This is an optimization exercise on Yosys and OpenROAD, whose aim is small area, not a production implementation.
In this exercise RTL edits were held to simulation tests only and were not proved equivalent to the original.
The clock port is modelled as an ideal driver; clocking choices that lean on that would not hold on a real chip.
Power figures rest on the tool's default switching activity, not on a simulated workload.

==> build 96 <==
## dht_fsm
module dht_fsm (
    input  wire        clk,
    input  wire        rst,         
    input  wire [1:0]  cmd,         
    input  wire        unit,        
    input  wire        line_in,     
    input  wire [31:0] now,         
    output wire        line_dir,    
    output wire        line_drv,    
    output wire        busy,
    output wire [2:0]  err_out,
    output wire [39:0] frame_out,
    output wire [15:0] hum_raw,
    output wire        temp_sign,
    output wire [14:0] temp_mag,
    output wire [15:0] hum_out,
    output wire [17:0] temp_out
);
==> module dht_fsm, before the edit <==
module dht_fsm (
    input  wire        clk,
    input  wire        rst,         
    input  wire [1:0]  cmd,         
    input  wire        unit,        
    input  wire        line_in,     
    input  wire [31:0] now,         
    output wire        line_dir,    
    output wire        line_drv,    
    output wire        busy,
    output wire [2:0]  err_out,
    output wire [39:0] frame_out,
    output wire [15:0] hum_raw,
    output wire        temp_sign,
    output wire [14:0] temp_mag,
    output wire [15:0] hum_out,
    output wire [17:0] temp_out
);
    localparam [2:0] IDLE         = 3'd0,
                     START_LOW    = 3'd1,
                     ACK_WAIT_LOW = 3'd2,
                     ACK_LOW      = 3'd3,
                     ACK_HIGH     = 3'd4,
                     BIT_LOW      = 3'd5,
                     BIT_HIGH     = 3'd6,
                     VALIDATE     = 3'd7;
    reg [39:0] frame;
    reg [31:0] acc;
    reg [7:0]  ck_sum;
    reg        ck_bad;
    reg [31:0] t_start;
    reg [2:0]  err;
    reg [2:0]  phase;
    reg [5:0]  bitcnt;
    reg [2:0]  rh_acc, rt_acc;
    reg [2:0]  rh, rt;
    wire [31:0] e;
    wire [32:0] bw;
    assign bw[0] = 1'b0;
    genvar i;
    generate
        for (i = 0; i < 32; i = i + 1) begin : g_sub
            assign e[i]    = now[i] ^ t_start[i] ^ bw[i];
            assign bw[i+1] = (~now[i] & t_start[i]) | (~(now[i] ^ t_start[i]) & bw[i]);
        end
    endgenerate
    wire hi11 = |e[31:11];            
    wire hi7  = hi11 | (|e[10:7]);    
    wire ge2000 = hi11 | (&e[10:6] & (e[5] | e[4]));
    wire ge40   = hi7 | e[6] | (e[5] & (e[4] | e[3]));
    wire ge100  = hi7 | (e[6] & e[5] & (e[4] | e[3] | e[2]));
    wire ge66   = hi7 | (e[6] & (e[5] | e[4] | e[3] | e[2] | e[1]));
    wire ge20   = hi7 | e[6] | e[5] | (e[4] & (e[3] | e[2]));
    wire gt100  = hi7 | (e[6] & e[5] & (e[4] | e[3] | (e[2] & (e[1] | e[0]))));
    wire sym    = e[6] | (e[5] & e[4] & (e[3] | e[2] | e[1]));    
    wire bad    = ~ge20 | gt100;
    wire [2:0] bpos = ~bitcnt[2:0];           
    wire [7:0] ck_base = (bitcnt == 6'd0) ? 8'd0 : ck_sum;
    wire [8:0] ck_cy;
    wire [7:0] ck_next;
    assign ck_cy[0] = 1'b0;
    generate
        for (i = 0; i < 8; i = i + 1) begin : g_ck
            wire inj = sym & (bpos == i);
            assign ck_next[i] = ck_base[i] ^ (ck_cy[i] | inj);
            assign ck_cy[i+1] = ck_base[i] & (ck_cy[i] | inj);
        end
    endgenerate
    wire ck_bad_bit = sym ^ ck_sum[bpos];
    wire ck_ok = ~ck_bad;
    wire shift = (phase == BIT_HIGH) & ~line_in & ~bad;
    function [2:0] m5step(input [2:0] r, input b);
        case ({r, b})
            4'b000_0: m5step = 3'd0; 4'b000_1: m5step = 3'd1;
            4'b001_0: m5step = 3'd2; 4'b001_1: m5step = 3'd3;
            4'b010_0: m5step = 3'd4; 4'b010_1: m5step = 3'd0;
            4'b011_0: m5step = 3'd1; 4'b011_1: m5step = 3'd2;
            4'b100_0: m5step = 3'd3; 4'b100_1: m5step = 3'd4;
            default:  m5step = 3'bxxx;
        endcase
    endfunction
    always @(posedge clk) begin
        if (shift) begin
            if (!bitcnt[5]) begin
                acc    <= {acc[30:0], sym};
                ck_sum <= ck_next;
            end else
                ck_bad <= ((bitcnt[2:0] == 3'd0) ? 1'b0 : ck_bad) | ck_bad_bit;
            bitcnt <= bitcnt + 6'd1;
            if (bitcnt < 6'd15)
                rh_acc <= m5step((bitcnt == 6'd0) ? 3'd0 : rh_acc, sym);
            if (bitcnt >= 6'd17 && bitcnt <= 6'd30)
                rt_acc <= m5step((bitcnt == 6'd17) ? 3'd0 : rt_acc, sym);
        end else if (phase == ACK_HIGH)
            bitcnt <= 6'd0;
    end
    reg line_go, tmo;
    always @* begin
        line_go = 1'b0;
        tmo     = 1'b0;
        case (phase)
            START_LOW:    begin line_go = ge2000;   tmo = 1'b0;  end
            ACK_WAIT_LOW: begin line_go = ~line_in; tmo = ge40;  end
            ACK_LOW:      begin line_go = line_in;  tmo = ge100; end
            ACK_HIGH:     begin line_go = ~line_in; tmo = ge100; end
            BIT_LOW:      begin line_go = line_in;  tmo = ge66;  end
            BIT_HIGH:     begin line_go = ~line_in; tmo = ~line_in & bad; end
            default:      begin line_go = 1'b1;     tmo = 1'b0;  end
        endcase
    end
    always @(posedge clk)
        if (line_go | tmo)
            t_start <= now;
    always @(posedge clk) begin
        if (rst) begin
            frame <= 40'd0;
            rh    <= 3'd0;
            rt    <= 3'd0;
            err   <= 3'd0;
            phase <= IDLE;
        end else begin
            case (phase)
                IDLE: begin
                    if (cmd == 2'b01)
                        phase <= START_LOW;
                    else if (cmd == 2'b10)
                        err <= 3'd0;
                end
                VALIDATE: begin
                    if (ck_ok) begin
                        frame <= {acc, ck_sum};
                        rh    <= rh_acc;
                        rt    <= rt_acc;
                    end else
                        err <= 3'd3;
                    phase <= IDLE;
                end
                default: begin
                    if (tmo) begin
                        phase <= IDLE;
                        case (phase)
                            BIT_LOW:  err <= 3'd1;
                            BIT_HIGH: err <= 3'd2;
                            default:  err <= 3'd4;
                        endcase
                    end else if (line_go)
                        phase <= (phase == BIT_HIGH) ? ((bitcnt == 6'd39) ? VALIDATE : BIT_LOW)
                                                     : phase + 3'd1;
                end
            endcase
        end
    end
    assign line_dir  = (phase == START_LOW);
    assign line_drv  = (phase != START_LOW);
    assign busy      = (phase != IDLE);
    assign err_out   = err;
    assign frame_out = frame;
    dht_reading u_reading (
        .frame     (frame),
        .rh        (rh),
        .rt        (rt),
        .unit      (unit),
        .hum_raw   (hum_raw),
        .temp_sign (temp_sign),
        .temp_mag  (temp_mag),
        .hum_out   (hum_out),
        .temp_out  (temp_out)
    );
endmodule
==> flow/config.mk <==
export PLATFORM = sky130hd
export DESIGN_NAME = dht_fsm
export DESIGN_NICKNAME = dht_fsm
export VERILOG_FILES = /design/flow/design.v
export SDC_FILE = /design/flow/constraint.sdc
export NUM_CORES = 4
export LEC_CHECK = 0
export CAP_MARGIN = 20
export CORE_MARGIN = 2
export CORE_UTILIZATION = 40
export SLEW_MARGIN = 20
==> flow/constraint.sdc <==
create_clock -name core_clock -period 20.0 [get_ports {clk}]
set_input_delay 4.0000 -clock core_clock [delete_from_list [all_inputs] [get_ports {clk}]]
set_output_delay 4.0000 -clock core_clock [all_outputs]
set_load 0.01 [all_outputs]
standard.sh (not shown) runs the stock make flow with config.mk's settings and CLKGATE_MAP_FILE= SYNTH_SCRIPT=/design/flow/synth_recipe.tcl, a recipe that flattens the netlist after the stock synthesis.
==> flow/flow/run.sh <==
#!/bin/bash
# Layout flow: the standard ORFS flow with three changes.
#  1. Synthesis: the standard flow's synthesis script, except that full/half adders are
#     not extracted into fa/ha cells and ABC maps with an area-oriented
#     script (flow/abc_area.script). Registers are inferred and mapped by
#     the unchanged steps before ABC, so they match the standard synthesis.
#  2. Port buffers use the smallest buffer cell (buf_1).
#  3. Clock tree: clkbuf_8 buffers, no dummy loads; after CTS each clock
#     buffer is downsized while the estimated flip-flop clock-pin slew stays
#     under 110 ps (flow/downsize_clk.tcl).
# Each tool's output goes to a log of its own here and under orfs/logs.
set -o pipefail
HERE=$(pwd)
export BUFFER_PORTS_ARGS="-buffer_cell sky130_fd_sc_hd__buf_1"
export POST_CTS_TCL="$HERE/flow/downsize_clk.tcl"
export CLK_SLEW_EST_LIMIT=0.110
export CTS_ARGS="-sink_clustering_enable -repair_clock_nets -buf_list sky130_fd_sc_hd__clkbuf_8 -dont_use_dummy_load"

SYN=$FLOW_HOME/scripts/synth.tcl
L=$(grep -n "^# Technology mapping of adders" "$SYN" | cut -d: -f1)
sed "$((L+1))s|^if {\$|if {0 \&\& |; s|log_cmd abc {\*}\$abc_args|log_cmd abc -script $HERE/flow/abc_area.script {*}[lrange \$abc_args 2 end]|" "$SYN" > own_synth_core.tcl
sed "s|source \$::env(SCRIPTS_DIR)/synth.tcl|source $HERE/own_synth_core.tcl|" synth_recipe.tcl > own_synth.tcl
grep -q "abc_area.script" own_synth_core.tcl || { echo "synth patch failed" > synth.log; exit 1; }
grep -q "own_synth_core.tcl" own_synth.tcl || { echo "synth patch failed" > synth.log; exit 1; }

MK=$(grep '^make ' standard.sh | sed "s|SYNTH_SCRIPT=[^ ]*|SYNTH_SCRIPT=$HERE/own_synth.tcl|; s|\"\${@:-finish}\"|synth|")
echo "$MK" > synth_cmd.log
eval "$MK" > synth.log 2>&1 || exit 1
bash standard.sh finish > standard.log 2>&1
Other scripts of this flow, unchanged in this note and not shown: flow/flow/abc_area.script, flow/flow/downsize_clk.tcl
==> build 25: changes against build 96 <==
- CAP_MARGIN: 20 -> 0
- CORE_UTILIZATION: 40 -> 80
- PLACE_DENSITY: not set -> 0.85
- SLEW_MARGIN: 20 -> 0
==> build 50: changes against build 96 <==
--- a/flow/design.v
+++ b/flow/design.v
@@ -113,18 +113,20 @@
     wire sym    = e[6] | (e[5] & e[4] & (e[3] | e[2] | e[1]));    
     wire bad    = ~ge20 | gt100;
-    wire [2:0] bpos = ~bitcnt[2:0];           
-    wire [7:0] ck_base = (bitcnt == 6'd0) ? 8'd0 : ck_sum;
-    wire [8:0] ck_cy;
-    wire [7:0] ck_next;
-    assign ck_cy[0] = 1'b0;
+    wire       ck_add   = ~bitcnt[5];                  
+    wire       ck_first = (bitcnt[5:3] == 3'd0);       
+    wire [7:0] ck_u;
+    wire [7:0] ck_c;
+    assign ck_u[7] = ck_first ? sym : ck_sum[7] ^ (sym & ck_add);
+    assign ck_c[7] = ~ck_first & ck_add & ck_sum[7] & sym;
     generate
-        for (i = 0; i < 8; i = i + 1) begin : g_ck
-            wire inj = sym & (bpos == i);
-            assign ck_next[i] = ck_base[i] ^ (ck_cy[i] | inj);
-            assign ck_cy[i+1] = ck_base[i] & (ck_cy[i] | inj);
+        for (i = 0; i < 7; i = i + 1) begin : g_ck
+            wire cin = ((i == 0) ? ck_c[7] : ck_c[i-1]) & (bitcnt[2:0] > i);
+            assign ck_u[i] = ck_sum[i] ^ cin;
+            assign ck_c[i] = ck_sum[i] & cin;
         end
     endgenerate
-    wire ck_bad_bit = sym ^ ck_sum[bpos];
-    wire ck_ok = ~ck_bad;
+    wire [7:0] ck_next    = {ck_u[6:0], ck_u[7]};
+    wire       ck_bad_bit = sym ^ ck_sum[7];
+    wire       ck_ok      = ~ck_bad;
     wire shift = (phase == BIT_HIGH) & ~line_in & ~bad;
     function [2:0] m5step(input [2:0] r, input b);
@@ -140,8 +142,8 @@
     always @(posedge clk) begin
         if (shift) begin
-            if (!bitcnt[5]) begin
+            ck_sum <= ck_next;
+            if (!bitcnt[5])
                 acc    <= {acc[30:0], sym};
-                ck_sum <= ck_next;
-            end else
+            else
                 ck_bad <= ((bitcnt[2:0] == 3'd0) ? 1'b0 : ck_bad) | ck_bad_bit;
             bitcnt <= bitcnt + 6'd1;
--- a/flow/flow/run.sh
+++ b/flow/flow/run.sh
@@ -1,8 +1,9 @@
 #!/bin/bash
 # Layout flow: the standard ORFS flow with three changes.
-#  1. Synthesis: the standard flow's synthesis script, except that full/half adders are
-#     not extracted into fa/ha cells and ABC maps with an area-oriented
-#     script (flow/abc_area.script). Registers are inferred and mapped by
-#     the unchanged steps before ABC, so they match the standard synthesis.
+#  1. Synthesis: the standard flow's synthesis script, except that only full adders
+#     (not half adders) are extracted into fa cells and ABC maps with an
+#     area-oriented script (flow/abc_area.script). Registers are inferred and
+#     mapped by the unchanged steps before ABC, so they match the standard
+#     synthesis.
 #  2. Port buffers use the smallest buffer cell (buf_1).
 #  3. Clock tree: clkbuf_8 buffers, no dummy loads; after CTS each clock
@@ -18,7 +19,7 @@
 
 SYN=$FLOW_HOME/scripts/synth.tcl
-L=$(grep -n "^# Technology mapping of adders" "$SYN" | cut -d: -f1)
-sed "$((L+1))s|^if {\$|if {0 \&\& |; s|log_cmd abc {\*}\$abc_args|log_cmd abc -script $HERE/flow/abc_area.script {*}[lrange \$abc_args 2 end]|" "$SYN" > own_synth_core.tcl
+sed "s|extract_fa {\*}\[dont_use_extract_fa_args\]|extract_fa -fa|; s|log_cmd abc {\*}\$abc_args|log_cmd abc -script $HERE/flow/abc_area.script {*}[lrange \$abc_args 2 end]|" "$SYN" > own_synth_core.tcl
 sed "s|source \$::env(SCRIPTS_DIR)/synth.tcl|source $HERE/own_synth_core.tcl|" synth_recipe.tcl > own_synth.tcl
+grep -q "extract_fa -fa" own_synth_core.tcl || { echo "synth patch failed" > synth.log; exit 1; }
 grep -q "abc_area.script" own_synth_core.tcl || { echo "synth patch failed" > synth.log; exit 1; }
 grep -q "own_synth_core.tcl" own_synth.tcl || { echo "synth patch failed" > synth.log; exit 1; }
- CAP_MARGIN: 20 -> 0
- CORE_UTILIZATION: 40 -> 70
- SLEW_MARGIN: 20 -> 0
==> build 33: changes against build 96 <==
- CAP_MARGIN: 20 -> 0
- CORE_UTILIZATION: 40 -> 88
- PLACE_DENSITY: not set -> 0.93
- SLEW_MARGIN: 20 -> 0
==> qor summary <==
| item | build 50 | build 96 | build 33 | build 25 |
|---|---|---|---|---|
| Core Rows | 36 | 50 | 33 | 35 |
| Boundary Pins | 150 | 150 | - | 150 |
| P_seq | 0.000351 W | 0.000383 W | - | 0.000387 W |
| Met1 Usage GRT | 30.3% | 20.1% | - | 42.5% |
| Initial antenna violation count | 0 | 0 | - | 0 |
| Met2 GRT Util | 40.8% | 24.0% | - | 61.3% |
| Sequential cells | 137 | 137 | - | 137 |
| Highest Clock Rate | 0.0601 GHz | 0.0783 GHz | - | 0.0765 GHz |
| Setup repair after global routing missed its margin | no | no | - | no |
| Total global-route track usage | 23.9% | 15.0% | - | 34.8% |
| Power Density | 85.5 mW/mm2 | 120 mW/mm2 | - | 125 mW/mm2 |
| Number of multi-input combinational cells | 338 | 528 | - | 528 |
| Worst Path Required | 20270 ps | 16000 ps | - | 16000 ps |
| Tightest hold margin | 431 ps | 428 ps | - | 447 ps |
| Run status | complete, no violations | complete, no violations | aborted with a tool error | complete, no violations |
| Failing step | - | - | global placement without I/O (3_1_place_gp_skip_io) | - |
| Hold Crit Endpoint | acc[16]$_DFFE_PP_ | acc[11]$_DFFE_PP_ | - | acc[14]$_DFFE_PP_ |

re-timing with driven ports:
The results above use ideal ports. As a check the final layouts listed here were re-extracted and re-timed, cells and wires unchanged. Step 1, drivers: a clkbuf_16 drives clk and a buf_2 each remaining input, both assumed. Step 2 moves the port delays by t, midway between the first and last clock arrival at a register: inputs arrive t later, outputs are due t later. That takes back most of the time a late clock gives input paths. Three values: ideal ports, drivers, drivers and shift; two values: the first two.
run	t (ns)	slack for setup (ns)	hold slack, ns	latest minus earliest clock arrival (ns)	worst slew at a driven data input, ns
build 96	0.716	7.236 / 7.208 / 7.208	0.428 / 0.429 / 0.429	0.040 / 0.040	0.05
build 25	0.445	6.925 / 6.894 / 6.894	0.447 / 0.447 / 0.447	0.045 / 0.045	0.04
build 50	0.654	3.369 / 3.373 / 2.719	0.431 / 0.431 / 0.431	0.076 / 0.076	0.04
After both steps every run listed still meets setup and hold. The setup slack of build 50, which loses most, moves by +0.004 ns with the drivers and by -0.650 ns with both steps.
